This is an optimization exercise on Yosys and OpenROAD, whose aim is small area, a short achievable clock period and few clock cycles, not a production implementation.
In this exercise RTL edits were held to simulation tests only and were not proved equivalent to the original.
Power and IR drop assume default switching activity.

[flow/design.v]
module hobd_core (
    input             clk,
    input             rst,
    input             p_valid,
    input      [9:0]  p_word,
    output     [1:0]  p_resp,
    input             c_valid,
    input      [3:0]  c_op,
    output            c_ready,
    output reg        c_done,
    output reg [1:0]  c_ref,
    output reg [31:0] c_resp,
    output reg        tx_valid,
    output reg [31:0] tx_id,
    output reg [3:0]  tx_dlc,
    output reg [63:0] tx_data,
    input             tx_fail,
    output            diag_valid,
    output     [7:0]  diag_code,
    output reg        msg_valid,
    output reg [7:0]  msg_type,
    output reg [7:0]  msg_len,
    output reg        rx_en
);
    localparam N          = 64;
    localparam S          = 128;
    localparam FRAME_SYNC = 8'hFA;
    localparam MSG_DATA   = 8'h36;
    localparam DIAG_OVF   = 8'h01;
    localparam DIAG_OVS   = 8'h02;
    localparam OP_NOP = 4'h0, OP_INIT = 4'h1, OP_ENABLE = 4'h2, OP_DISABLE = 4'h3,
               OP_UPDATE = 4'h4, OP_RB_INIT = 4'h5, OP_RB_FLUSH = 4'h6, OP_RB_GET = 4'h7,
               OP_DEC_STEP = 4'h8, OP_PUBLISH = 4'h9, OP_RD_STATUS = 4'hA, OP_RD_COUNT = 4'hB;
    localparam L_UNINIT = 2'd0, L_DISABLED = 2'd1, L_ENABLED = 2'd2;
    localparam D_IDLE = 3'd0, D_LEN = 3'd1, D_PAYLOAD = 3'd2, D_CSUM = 3'd3;
    localparam S_IDLE  = 3'd0, S_DRAIN = 3'd1, S_W0 = 3'd2, S_W1 = 3'd3,
               S_W2    = 3'd4, S_WD    = 3'd5, S_PUB = 3'd6, S_PFIN = 3'd7;
    reg [7:0]  buf_mem [0:N-1];
    reg [5:0]  head, tail;
    reg [6:0]  count;
    reg        overflow, err;
    reg [2:0]  dstate;
    reg [7:0]  dlen, didx, dsum;
    reg [7:0]  scratch [0:S-1];
    reg [7:0]  rec [0:91];           
    reg [1:0]  seen [0:6];
    reg [6:0]  ready;
    reg [1:0]  life;
    reg [2:0]  state;
    reg        is_update;
    reg [7:0]  last_b;               
    reg [9:0]  wp;                   
    reg [7:0]  eid_hi, eid_lo, esz;
    reg [3:0]  elem;                 
    reg [7:0]  k;                    
    reg [2:0]  pidx;                 
    reg        psub;
    reg        fail_acc;
    reg        dec_diag;
    wire ring_full  = (count == N);
    wire ring_empty = (count == 0);
    wire put_ok     = p_valid & rx_en & ~ring_full;
    wire put_ovf    = p_valid & rx_en & ring_full;
    assign p_resp     = {~rx_en, rx_en & ring_full};
    assign diag_valid = put_ovf | dec_diag;
    assign diag_code  = put_ovf ? DIAG_OVF : DIAG_OVS;
    assign c_ready    = (state == S_IDLE);
    function [3:0] elem_lookup(input [15:0] eid, input [7:0] sz);
        begin
            if      (eid == 16'h2010 && sz == 8'd16) elem_lookup = 4'd0;
            else if (eid == 16'h8020 && sz == 8'd12) elem_lookup = 4'd1;
            else if (eid == 16'h4020 && sz == 8'd12) elem_lookup = 4'd2;
            else if (eid == 16'hC020 && sz == 8'd12) elem_lookup = 4'd3;
            else if (eid == 16'h5040 && sz == 8'd8)  elem_lookup = 4'd4;
            else if (eid == 16'h5020 && sz == 8'd4)  elem_lookup = 4'd5;
            else if (eid == 16'hD010 && sz == 8'd12) elem_lookup = 4'd6;
            else if (eid == 16'h1010 && sz == 8'd12) elem_lookup = 4'd7;
            else if (eid == 16'h1060 && sz == 8'd4)  elem_lookup = 4'd8;
            else                                     elem_lookup = 4'd15;
        end
    endfunction
    function [6:0] elem_base(input [3:0] e);
        case (e)
            4'd0: elem_base = 7'd0;
            4'd1: elem_base = 7'd16;
            4'd2: elem_base = 7'd28;
            4'd3: elem_base = 7'd40;
            4'd4: elem_base = 7'd52;
            4'd5: elem_base = 7'd60;
            4'd6: elem_base = 7'd64;
            4'd7: elem_base = 7'd76;
            default: elem_base = 7'd88;
        endcase
    endfunction
    function [2:0] elem_group(input [3:0] e);
        case (e)
            4'd0: elem_group = 3'd0;
            4'd1: elem_group = 3'd1;
            4'd2: elem_group = 3'd2;
            4'd3: elem_group = 3'd3;
            4'd4, 4'd5: elem_group = 3'd4;
            4'd6: elem_group = 3'd5;
            default: elem_group = 3'd6;
        endcase
    endfunction
    function elem_bit(input [3:0] e);
        elem_bit = (e == 4'd5) || (e == 4'd8);
    endfunction
    function [1:0] group_all(input [2:0] g);
        group_all = (g == 3'd4 || g == 3'd6) ? 2'b11 : 2'b01;
    endfunction
    function [2:0] prio_group(input [2:0] i);
        case (i)
            3'd0: prio_group = 3'd1;
            3'd1: prio_group = 3'd2;
            3'd2: prio_group = 3'd0;
            3'd3: prio_group = 3'd3;
            3'd4: prio_group = 3'd4;
            3'd5: prio_group = 3'd5;
            default: prio_group = 3'd6;
        endcase
    endfunction
    function [31:0] le4(input [6:0] o);
        le4 = {rec[o], rec[o+7'd1], rec[o+7'd2], rec[o+7'd3]};
    endfunction
    wire [2:0] pub_g = prio_group(pidx);
    reg  [31:0] f_id;
    reg  [3:0]  f_dlc;
    reg  [63:0] f_data;
    always @(*) begin
        f_id   = 32'd0;
        f_dlc  = 4'd8;
        f_data = 64'd0;
        case (pub_g)
            3'd0: begin  
                f_id   = psub ? 32'h085 : 32'h084;
                f_data = psub ? {le4(7'd12), le4(7'd8)} : {le4(7'd4), le4(7'd0)};
            end
            3'd1: begin  
                f_id   = psub ? 32'h081 : 32'h080;
                f_dlc  = psub ? 4'd4 : 4'd8;
                f_data = psub ? {32'd0, le4(7'd24)} : {le4(7'd20), le4(7'd16)};
            end
            3'd2: begin  
                f_id   = psub ? 32'h083 : 32'h082;
                f_dlc  = psub ? 4'd4 : 4'd8;
                f_data = psub ? {32'd0, le4(7'd36)} : {le4(7'd32), le4(7'd28)};
            end
            3'd3: begin  
                f_id   = psub ? 32'h087 : 32'h086;
                f_dlc  = psub ? 4'd4 : 4'd8;
                f_data = psub ? {32'd0, le4(7'd48)} : {le4(7'd44), le4(7'd40)};
            end
            3'd4: begin  
                f_id   = psub ? 32'h089 : 32'h088;
                f_dlc  = psub ? 4'd4 : 4'd8;
                f_data = psub ? {32'd0, le4(7'd60)} : {le4(7'd56), le4(7'd52)};
            end
            3'd5: begin  
                f_id   = psub ? 32'h08B : 32'h08A;
                f_dlc  = psub ? 4'd4 : 4'd8;
                f_data = psub ? {32'd0, le4(7'd72)} : {le4(7'd68), le4(7'd64)};
            end
            default: begin  
                f_id   = psub ? 32'h08D : 32'h08C;
                f_data = psub ? {le4(7'd88), rec[87], rec[86], rec[85], rec[84]}
                              : {rec[83], rec[82], rec[80], rec[81], le4(7'd76)};
            end
        endcase
    end
    wire [7:0]  rd_byte  = buf_mem[tail];
    wire [7:0]  scr_byte = scratch[wp[6:0]];
    wire [31:0] status   = {9'd0, ready, 5'd0, dstate, 1'b0, ring_full, ring_empty,
                            err, overflow, rx_en, life};
    wire op_reserved = (c_op >= 4'hC);
    reg  op_refused;
    always @(*) begin
        case (c_op)
            OP_NOP, OP_INIT, OP_RD_STATUS: op_refused = 1'b0;
            OP_ENABLE, OP_RB_INIT, OP_RB_FLUSH: op_refused = (life != L_DISABLED);
            default: op_refused = (life == L_UNINIT);
        endcase
    end
    integer i;
    always @(posedge clk) begin
        if (put_ok)
            buf_mem[head] <= p_word[7:0];
    end
    wire cmd_ok   = (state == S_IDLE) & c_valid & ~op_reserved & ~op_refused;
    wire ring_clr = cmd_ok & (c_op == OP_INIT || c_op == OP_DISABLE || c_op == OP_ENABLE ||
                              c_op == OP_RB_INIT || c_op == OP_RB_FLUSH);
    wire ring_pop = (cmd_ok & (c_op == OP_RB_GET) & ~ring_empty) |
                    ((state == S_DRAIN) & ~ring_empty);
    always @(posedge clk) begin
        if (rst) begin
            life      <= L_UNINIT;
            rx_en     <= 1'b0;
            state     <= S_IDLE;
            c_done    <= 1'b0;
            c_ref     <= 2'd0;
            c_resp    <= 32'd0;
            tx_valid  <= 1'b0;
            msg_valid <= 1'b0;
            dec_diag  <= 1'b0;
            head      <= 6'd0;
            tail      <= 6'd0;
            count     <= 7'd0;
            overflow  <= 1'b0;
            err       <= 1'b0;
            dstate    <= D_IDLE;
            ready     <= 7'd0;
            for (i = 0; i < 7; i = i + 1) seen[i] <= 2'b00;
        end else begin
            c_done    <= 1'b0;
            tx_valid  <= 1'b0;
            msg_valid <= 1'b0;
            dec_diag  <= 1'b0;
            case (state)
            S_IDLE: if (c_valid) begin
                c_done <= 1'b1;
                c_ref  <= 2'd0;
                c_resp <= 32'd0;
                if (op_reserved) begin
                    c_ref <= 2'd2;
                end else if (op_refused) begin
                    c_ref <= 2'd1;
                end else begin
                    case (c_op)
                        OP_INIT, OP_DISABLE: begin
                            rx_en    <= 1'b0;
                            dstate   <= D_IDLE;
                            ready    <= 7'd0;
                            for (i = 0; i < 7; i = i + 1) seen[i] <= 2'b00;
                            life     <= L_DISABLED;
                        end
                        OP_ENABLE: begin
                            rx_en    <= 1'b1;
                            life     <= L_ENABLED;
                        end
                        OP_RB_GET: begin
                            if (ring_empty) begin
                                c_resp <= 32'h100;
                            end else begin
                                c_resp   <= {24'd0, rd_byte};
                            end
                        end
                        OP_RD_STATUS: c_resp <= status;
                        OP_RD_COUNT:  c_resp <= {25'd0, count};
                        OP_DEC_STEP, OP_UPDATE: begin
                            c_done    <= 1'b0;
                            is_update <= (c_op == OP_UPDATE);
                            state     <= S_DRAIN;
                        end
                        OP_PUBLISH: begin
                            c_done    <= 1'b0;
                            pidx      <= 3'd0;
                            psub      <= 1'b0;
                            fail_acc  <= 1'b0;
                            state     <= S_PUB;
                        end
                        default: ;
                    endcase
                end
            end
            S_DRAIN: begin
                if (ring_empty) begin
                    if (is_update) begin
                        pidx     <= 3'd0;
                        psub     <= 1'b0;
                        fail_acc <= 1'b0;
                        state    <= S_PUB;
                    end else begin
                        c_done <= 1'b1;
                        c_ref  <= 2'd0;
                        c_resp <= 32'h100;
                        state  <= S_IDLE;
                    end
                end else begin
                    last_b   <= rd_byte;
                    if (!is_update) begin
                        c_done <= 1'b1;
                        c_ref  <= 2'd0;
                        c_resp <= {24'd0, rd_byte};
                        state  <= S_IDLE;
                    end
                    case (dstate)
                        D_IDLE: if (rd_byte == FRAME_SYNC) dstate <= D_LEN;
                        D_LEN: begin
                            dlen <= rd_byte;
                            dsum <= rd_byte;
                            didx <= 8'd0;
                            if (rd_byte == 8'd0) begin
                                dstate <= D_IDLE;
                            end else if (rd_byte > S) begin
                                dstate   <= D_IDLE;
                                dec_diag <= 1'b1;
                            end else begin
                                dstate <= D_PAYLOAD;
                            end
                        end
                        D_PAYLOAD: begin
                            scratch[didx[6:0]] <= rd_byte;
                            dsum <= dsum + rd_byte;
                            didx <= didx + 8'd1;
                            if (didx + 8'd1 == dlen) dstate <= D_CSUM;
                        end
                        default: begin  
                            dstate <= D_IDLE;
                            if (dsum + rd_byte == 8'd0) begin
                                msg_valid <= 1'b1;
                                msg_type  <= scratch[0];
                                msg_len   <= dlen - 8'd1;
                                if (!is_update) c_resp <= {19'd0, 1'b1, 4'd0, rd_byte};
                                if (scratch[0] == MSG_DATA) begin
                                    c_done <= 1'b0;
                                    wp     <= 10'd1;
                                    state  <= S_W0;
                                end
                            end
                        end
                    endcase
                end
            end
            S_W0: begin
                if (wp + 10'd3 > {2'b00, dlen}) begin
                    if (is_update) begin
                        state <= S_DRAIN;
                    end else begin
                        c_done <= 1'b1;
                        c_ref  <= 2'd0;
                        c_resp <= {19'd0, 1'b1, 4'd0, last_b};
                        state  <= S_IDLE;
                    end
                end else begin
                    eid_hi <= scr_byte;
                    wp     <= wp + 10'd1;
                    state  <= S_W1;
                end
            end
            S_W1: begin
                eid_lo <= scr_byte;
                wp     <= wp + 10'd1;
                state  <= S_W2;
            end
            S_W2: begin
                esz <= scr_byte;
                if (wp + 10'd1 + {2'b00, scr_byte} > {2'b00, dlen}) begin
                    wp    <= {2'b00, dlen};
                    state <= S_W0;
                end else if (elem_lookup({eid_hi, eid_lo}, scr_byte) == 4'd15) begin
                    wp    <= wp + 10'd1 + {2'b00, scr_byte};
                    state <= S_W0;
                end else begin
                    elem  <= elem_lookup({eid_hi, eid_lo}, scr_byte);
                    k     <= 8'd0;
                    wp    <= wp + 10'd1;
                    state <= S_WD;
                end
            end
            S_WD: begin
                rec[elem_base(elem) + k[6:0]] <= scr_byte;
                wp <= wp + 10'd1;
                k  <= k + 8'd1;
                if (k + 8'd1 == esz) begin
                    if ((seen[elem_group(elem)] | (elem_bit(elem) ? 2'b10 : 2'b01))
                            == group_all(elem_group(elem)))
                        ready[elem_group(elem)] <= 1'b1;
                    seen[elem_group(elem)] <= seen[elem_group(elem)]
                                              | (elem_bit(elem) ? 2'b10 : 2'b01);
                    state <= S_W0;
                end
            end
            S_PUB: begin
                if (tx_valid && tx_fail) fail_acc <= 1'b1;
                if (ready[pub_g]) begin
                    tx_valid <= 1'b1;
                    tx_id    <= f_id;
                    tx_dlc   <= f_dlc;
                    tx_data  <= f_data;
                    if (psub) begin
                        ready[pub_g] <= 1'b0;
                        seen[pub_g]  <= 2'b00;
                        psub         <= 1'b0;
                        pidx         <= pidx + 3'd1;
                        if (pidx == 3'd6) state <= S_PFIN;
                    end else begin
                        psub <= 1'b1;
                    end
                end else begin
                    pidx <= pidx + 3'd1;
                    if (pidx == 3'd6) state <= S_PFIN;
                end
            end
            default: begin  
                c_done <= 1'b1;
                c_ref  <= 2'd0;
                c_resp <= {22'd0, fail_acc | (tx_valid & tx_fail), 9'd0};
                state  <= S_IDLE;
            end
            endcase
            if (ring_clr) begin
                head     <= 6'd0;
                tail     <= 6'd0;
                count    <= 7'd0;
                overflow <= 1'b0;
                err      <= 1'b0;
            end else begin
                if (put_ok)  head <= head + 6'd1;
                if (ring_pop) tail <= tail + 6'd1;
                count <= count + {6'd0, put_ok} - {6'd0, ring_pop};
                if (put_ovf) overflow <= 1'b1;
                if (p_valid && rx_en && (p_word[8] || p_word[9])) err <= 1'b1;
            end
        end
    end
endmodule
[flow/run.sh]
#!/bin/bash
# synth_recipe.tcl (not shown) runs the flow's synth.tcl, then flattens the netlist and writes it again
# the make line also repeats each setting of config.mk as NAME=value (left out here)
make -C /OpenROAD-flow-scripts/flow DESIGN_CONFIG=/design/flow/config.mk WORK_HOME=/design/flow/orfs CLKGATE_MAP_FILE= SYNTH_SCRIPT=/design/flow/synth_recipe.tcl finish
[flow/config.mk]
export PLATFORM = sky130hd
export DESIGN_NAME = hobd_core
export DESIGN_NICKNAME = hobd_core
export VERILOG_FILES = /design/flow/design.v
export SDC_FILE = /design/flow/constraint.sdc
export NUM_CORES = 4
export LEC_CHECK = 0
export CAP_MARGIN = 20
export CORE_MARGIN = 2
export CORE_UTILIZATION = 40
export SLEW_MARGIN = 20
[flow/constraint.sdc]
create_clock -name core_clock -period 10.0 [get_ports {clk}]
set_input_delay 2.0000 -clock core_clock [delete_from_list [all_inputs] [get_ports {clk}]]
set_output_delay 2.0000 -clock core_clock [all_outputs]
set_load 0.01 [all_outputs]
==> qor.txt <==
asr flop ratio synth = 0%
RSZ-0062 raised after global routing = false
IO Port Bufs = 148
Die ar. = 260000 µm²
Area growth syn-to-layout = 13.6%
leading cell types by total area after synthesis = edfxtp_1 (72%), mux4_2 (7.8%), mux2i_1 (4.4%)
Clock Tree Root = clkbuf_16
status = complete, no violations
clk_skew = 0.0901 ns
Synth Area in Adders = 0.959%
Worst-path clk slew = 0.06 ns
Hold-fix buffers, CTS = 0
core area = 254000 µm²
post-CTS setup buffers = 0
Slew Limit Fails = 0
Hold Path Depth = 2
Simple-Gate Fraction of Synth Area = 5.04%
mux cell area share after synthesis = 12.5%
1st-pass router iterations = 7
Clk network pwr share = 44.9%
max capacitance violation total = 0
Avg Vias per Cell = 5.66
synth warn = 1
Peak VDD IR = 0.000181 V
EDFF count, synth = 2454
GR Overflow Total = 0
gr usage total = 19.2%
final core utilization = 45.7%
Startpoint Class = flip-flop
Flop pwr share = 52.8%
Top Layer Used = met4
Fin Setup TNS = 0 ns
Synth Instances = 5799
number of fill cells = 21600
min Tclk post-route = 8.55 ns
NetSw = 4450 µW
post-cts resize count = 0
GPL Wtd Cong = 0.864
first-pass GRT wire length = 369000 µm
Post-Place Setup Slack = 1.37 ns
drt wl/cell = 26.5 µm
Hold EP = c_resp[12]$_SDFFE_PP0P_
largest family of logic cells by synthesized area = multiplexers
#FFs+latches synth = 2545
final instance area = 116000 µm²
initial antenna violation count = 3
post-synthesis compound-gate area fraction = 4.92%
XOR/XNOR Fraction of Synth Area = 0.728%
clk buf depth = 4
Clock Sink Count = 2545
die height = 510 µm
Skew-Pair Late Insertion Delay = 0.96 ns
crit path capture type = flip-flop
met2 wire len = 123000 µm
Mapped Avg Cell Area = 17.6 µm²
final setup fails = 0
worst slew pin tran = 1.24 ns
CP Max Fanout = 41
Worst Setup Path Type = reg2reg
Die W = 510 µm
largest net degree at the start of global routing = 126
share of cells above drive strength 1 = 15.1%
wire length on met1 = 106000 µm
Worst R2R Path Depth = 26
Final ANT Viol Nets = 0
Yosys top cell by area = edfxtp_1
I/O pins = 185
Fin. Hold Viols = 0
Synth top area share = 72.0%
FP Rows = 185
Starting Density = 40.2%
post-synth design cell area = 102000 µm²
Routed Wire Length = 254000 µm
crit share post-route = 85.5%
via count = 54200
number of buffers created by CTS = 284
Req. time, crit path = 10.78 ns
Pint = 17700 µW
Pleak = 0.0363 µW
pwr dens = 190 nW/µm²
Layout Nets = 6114
CTS tree = done
CTS H-tree depth = 5
final worst setup slack = 1.45 ns
most frequent cells after synthesis = edfxtp_1 (2454), mux2i_1 (450), nor2_1 (450)
Post-DP HPWL = 158000 µm
Iter 0 DRT Violations = 5512
Hold WC Path Type = reg2reg
detailed-route DRC error count = 0
hold_sp = c_resp[12]$_SDFFE_PP0P_
Synth Flop Type = edfxtp_1
Seq/Total Area, Yosys = 73.8%
switching part of the total power = 20.1%
Worst Path Arrival = 9.32 ns
Worst R2R Setup Slack = 1.45 ns
placed instance area = 107000 µm²
maximum clock frequency = 117 MHz
synth unique cells = 93
cell with the most instances after synthesis = edfxtp_1
vias in the first global route = 53800
combinational share of power = 2.3%
Max transition margin = 15.5%
routed wl met3 = 17200 µm
==> final cells by class <==
class	count	area, µm²	area share (%)
Sequential cell	2545	75500	65.0
Tap cell	3366	4210	3.63
Timing Repair Buffer	253	2350	2.02
Multi-Input combinational cell	2860	25000	21.5
Inverter	75	287	0.247
Antenna cell	1	2.50	0.00215
Clock buffer	350	7570	6.51
Clock inverter	135	1180	1.01
==> kinds of logic after synthesis <==
| kind of cell | Yosys count |
|---|---|
| xor gates and xnor gates | 85 |
| AOI/OAI and AO/OA | 727 |
| muxes | 828 |
| DFF | 2545 |
| buffers and inverters | 430 |
| adders and majority gates | 76 |
| other | 2 |
| and+or+nand+nor | 1106 |
==> flip-flops by register name, summed over array words and instances (netlist names), 10 cells and up, named ones only <==
register	flops
buf_mem	512
scratch	1024
wp	10
rec	736
seen	12
c_resp	32
tx_data	64
==> metrics by stage <==
step / std cells / hold slack, ns / power (µW)
final: 9585 / 0.454 / 22100
after global routing: 9584 / 0.475 / 22700
after CTS: 9584 / 0.454 / 22300
after detailed placement: 9099 / 0.446 / 12400
after global placement: 9097 / 0.442 / 12400
after floorplan: 5835 / 0.424 / 12200
==> power by group through the flow <==
stage | logic [µW] | registers [µW] | clock network, µW
6_report | 509 | 11700 | 9920
5_1_grt | 550 | 11700 | 10500
4_1_cts | 508 | 11700 | 10100
3_5_place_dp | 507 | 11900 | 0
3_3_place_gp | 495 | 11900 | 0
2_1_floorplan | 323 | 11900 | 0
==> critical path, cell delays in order (launching register included) <==
cell,delay (ns)
dfxtp_4,0.94
buf_4,0.57
mux4_2,0.56
mux2i_1,0.33
a21oi_1,0.17
a22oi_1,0.21
o2111ai_1,0.16
nor2_1,0.20
clkinv_2,0.44
ha_1,0.44
fa_1,0.43
a21o_1,0.20
a21oi_1,0.25
o21bai_1,0.11
a21oi_1,0.18
xnor2_1,0.20
ha_1,0.31
o211ai_1,0.10
a21oi_1,0.07
a211oi_1,0.22
o21ai_1,0.23
nor2_1,0.58
o211a_1,0.55
mux2i_1,0.37
inv_1,0.08
ha_1,0.20
o211a_1,0.22
==> worst max path at each step <==
stage	slack (ns)	depth (start not counted)	start	endpoint
floorplan	1.59	6	rst	seen[6][0]$_SDFFCE_PN0P_
global placement	1.30	26	flip-flop	flip-flop
detailed placement	1.37	26	flip-flop	flip-flop
CTS	1.31	26	flip-flop	flip-flop
global route	0.81	26	flip-flop	flip-flop
finish	1.45	26	flip-flop	flip-flop
==> placed cells by master (no fill, tap or decap), drive strengths merged, types with 22 or more instances in the layout <==
master         count
ha                72
o311ai            34
and2              30
o22ai             80
nor2             450
edfxtp          2454
nand3             73
xor2              34
clkdlybuf4s50    139
nor4              22
nand2b            25
buf              114
a221oi            69
mux2i            450
and3              35
nand2            266
mux4             354
nor3              40
mux2              24
a22oi             81
dfxtp             91
a211oi            26
clkinv           111
clkbuf           350
nor2b             42
inv               73
o21ai             78
a21oi            162
a2111oi           31
nand4             47
conb              38
xnor2             51
o31ai             38
==> layer usage <==
layer  track usage, %  vias to the layer above
met5                0                        -
met4             5.59                        0
met3             3.41                      428
met2             31.4                     2033
met1             26.3                    28100
li1                 -                    23600
Testbench counts, summed over its fixed seeds: cycles 111,168.

-- separate check: timing with driven ports --
Ports are ideal in the flow. The routed layout listed here was re-timed in OpenROAD.
Step 1, drivers: a clkbuf_16 drives clk and a buf_2 each remaining input, both assumed.
Step 2 moves the port delays by t, midway between the first and last clock arrival at a register: inputs arrive t later, outputs are due t later. That takes back most of the time a late clock gives input paths.
a / b / c = ideal / step 1 / step 2; a / b = the first two.
t, ns: 1.013
setup slack, ns: 1.455 / 1.455 / 1.455
worst setup path at the end: register to register
After both steps setup and hold are still met in this run. The setup slack of this run moves by 0.000 ns with the drivers and by 0.000 ns with both steps.
